This design comes from an exercise in tuning for small area on the open sky130 flow, not from production work. In this exercise RTL edits were held to simulation tests only and were not proved equivalent to the original. Power is estimated from default activity; no workload was simulated.

== run 1 ==
// pm2_cpu
module pm2_cpu (
    input  wire        clk,
    input  wire        rst,           
    output reg         mem_req,
    output reg         mem_we,
    output reg         mem_word,
    output reg  [31:0] mem_addr,
    output reg  [31:0] mem_wdata,
    input  wire [31:0] mem_rdata,
    input  wire        mem_ready,
    output wire        halted
);
For scale: roughly 680 flip-flops, about 100 I/O pins, ~0.020 mm^2 of cells after synthesis.
clock: 12.0 ns
lec_check: 0
cap_margin: 20
core_margin: 2
core_utilization: 45
slew_margin: 20
standard.sh (not shown) runs the stock make flow with config.mk's settings and CLKGATE_MAP_FILE= SYNTH_SCRIPT=/design/flow/synth_recipe.tcl, a recipe that flattens the netlist after the stock synthesis.
==> flow/flow/run.sh <==
#!/bin/bash
set -e
export BUFFER_PORTS_ARGS="-buffer_cell sky130_fd_sc_hd__buf_1"
export CTS_ARGS="-sink_clustering_enable -repair_clock_nets -dont_use_dummy_load -buf_list sky130_fd_sc_hd__clkbuf_8 -sink_clustering_size 20 -sink_clustering_max_diameter 60"
bash standard.sh > standard.log 2>&1
Here is what was changed in the inputs of run 2 compared with run 1.
--- a/flow/config.mk
+++ b/flow/config.mk
@@ -7,5 +7,6 @@
 export LEC_CHECK = 0
+export ABC_AREA = 1
 export CAP_MARGIN = 20
 export CORE_MARGIN = 2
-export CORE_UTILIZATION = 45
+export CORE_UTILIZATION = 55
 export SLEW_MARGIN = 20
--- outcome ---
Achievable frequency went down slightly going from run 1 to run 2. Run 2 ended up with simple AND/OR/NAND/NOR gates as its combinational family with the most area after synthesis; run 1 ended up with compound AO/OA/AOI/OAI gates. Minimum clock period on run 2 is up relative to run 1. Run 2 against run 1: total setup buffers inserted after CTS about even; power density normalized to cell area rose 10%; post-route clock period utilization rose 1.5 points. Relative to run 1, total area of multi-input combinational cells has decreased by about 4.5% in run 2. Re largest net degree at the start of global routing: run 2 is 9 down on run 1. Side by side, via count of the first global-routing pass turned out higher in run 2 than in run 1.
diff inputs: run 2 => run 3
==> flow/flow/run.sh <==
#!/bin/bash
set -e
export BUFFER_PORTS_ARGS="-buffer_cell sky130_fd_sc_hd__buf_1"
export CTS_ARGS="-sink_clustering_enable -repair_clock_nets -dont_use_dummy_load -buf_list sky130_fd_sc_hd__clkbuf_8 -sink_clustering_size 18 -sink_clustering_max_diameter 80"
bash standard.sh > standard.log 2>&1
--- a/flow/config.mk
+++ b/flow/config.mk
@@ -7,6 +7,5 @@
 export LEC_CHECK = 0
-export ABC_AREA = 1
 export CAP_MARGIN = 20
 export CORE_MARGIN = 2
-export CORE_UTILIZATION = 55
+export CORE_UTILIZATION = 65
 export SLEW_MARGIN = 20
## What came out
- [compare] base=run 2 new=run 3: proportion of power drawn by combinational gates moved up, overall routed net length moved down, power consumption moved down, met2 layer usage reported by global route moved up.
## Diff of input files: run 4 against run 3
==> flow/flow/run.sh <==
#!/bin/bash
set -e
export BUFFER_PORTS_ARGS="-buffer_cell sky130_fd_sc_hd__buf_1"
export CTS_ARGS="-sink_clustering_enable -repair_clock_nets -dont_use_dummy_load -buf_list sky130_fd_sc_hd__clkbuf_8 -sink_clustering_size 20 -sink_clustering_max_diameter 60"
bash standard.sh > standard.log 2>&1
--- a/flow/config.mk
+++ b/flow/config.mk
@@ -9,3 +9,3 @@
 export CORE_MARGIN = 2
-export CORE_UTILIZATION = 65
+export CORE_UTILIZATION = 55
 export SLEW_MARGIN = 20
## What came out
- Of run 3 and run 4, the higher first-pass iteration count of the detailed router belongs to run 3.
- Total net switching power essentially unchanged between run 3 and run 4.
- Going from run 3 to run 4, area of all placed cells without fillers shows an increase of 0.58%, sum of routed wire length over all layers shows an increase of 1.4%.
- Between run 3 and run 4, the total power draw does not differ in any meaningful way.
- Run 4 vs. run 3: clock-buffer cell count now larger, wire length of the first global-routing pass went up about 1.6%, sequential share of power now smaller.
- Worst setup slack: higher on run 4
- Run 4 and run 3 ended up with roughly the same final-layout non-clock buffer area share.
### run 4 -> run 5
==> flow/flow/run.sh <==
#!/bin/bash
set -e
export BUFFER_PORTS_ARGS="-buffer_cell sky130_fd_sc_hd__buf_1"
export CTS_ARGS="-sink_clustering_enable -repair_clock_nets -dont_use_dummy_load -buf_list sky130_fd_sc_hd__clkbuf_8 -sink_clustering_size 20 -sink_clustering_max_diameter 50"
bash standard.sh > standard.log 2>&1
Notes after the runs:
- Measured against each other, run 4 and run 5 differ in power per standard cell area, the lower figure coming from run 4.
- For the wire length on met3, run 5 came in about 3.4% lower than run 4 did.
- Sort run 4 and run 5 by post-layout total power desc -> top: run 5
- Diff run 5..run 4 | first-pass GRT wire length | negligible
- Sort run 4 and run 5 by wire length, descending, and run 4 comes first.
- In the flow results for run 4 and run 5, the power share of the combinational group is smaller on run 5.
- The run showing the greater transition time of the tightest slew-check pin is run 4.

## re-timing with driven ports
In the flow no input, the clock included, has a driving cell. The finished layouts below were timed again as built, in two steps. Step 1: set_driving_cell puts a clkbuf_16 on clk and a buf_2 on each other input, an assumption about the parent block. Step 2 adds t to the input delays and takes it off the output delays; t is the mean of the earliest and latest rising clock arrival at the registers after step 1. Input paths then give back, and output paths get back, about the clock's delay inside the block. Three values: ideal, step 1, step 2; two values: the first two.
run	t, ns	slack for setup (ns)	worst slew at a driven data input, ns	pins driven straight from the clock port
run 1	0.662	0.735 / 0.735 / 0.735	0.06	1
run 2	0.671	0.551 / 0.551 / 0.551	0.05	1
run 3	0.619	0.550 / 0.550 / 0.550	0.06	1
run 4	0.665	0.685 / 0.685 / 0.685	0.06	1
run 5	0.673	0.692 / 0.692 / 0.692	0.06	1
After both steps setup and hold are still met in every run listed.
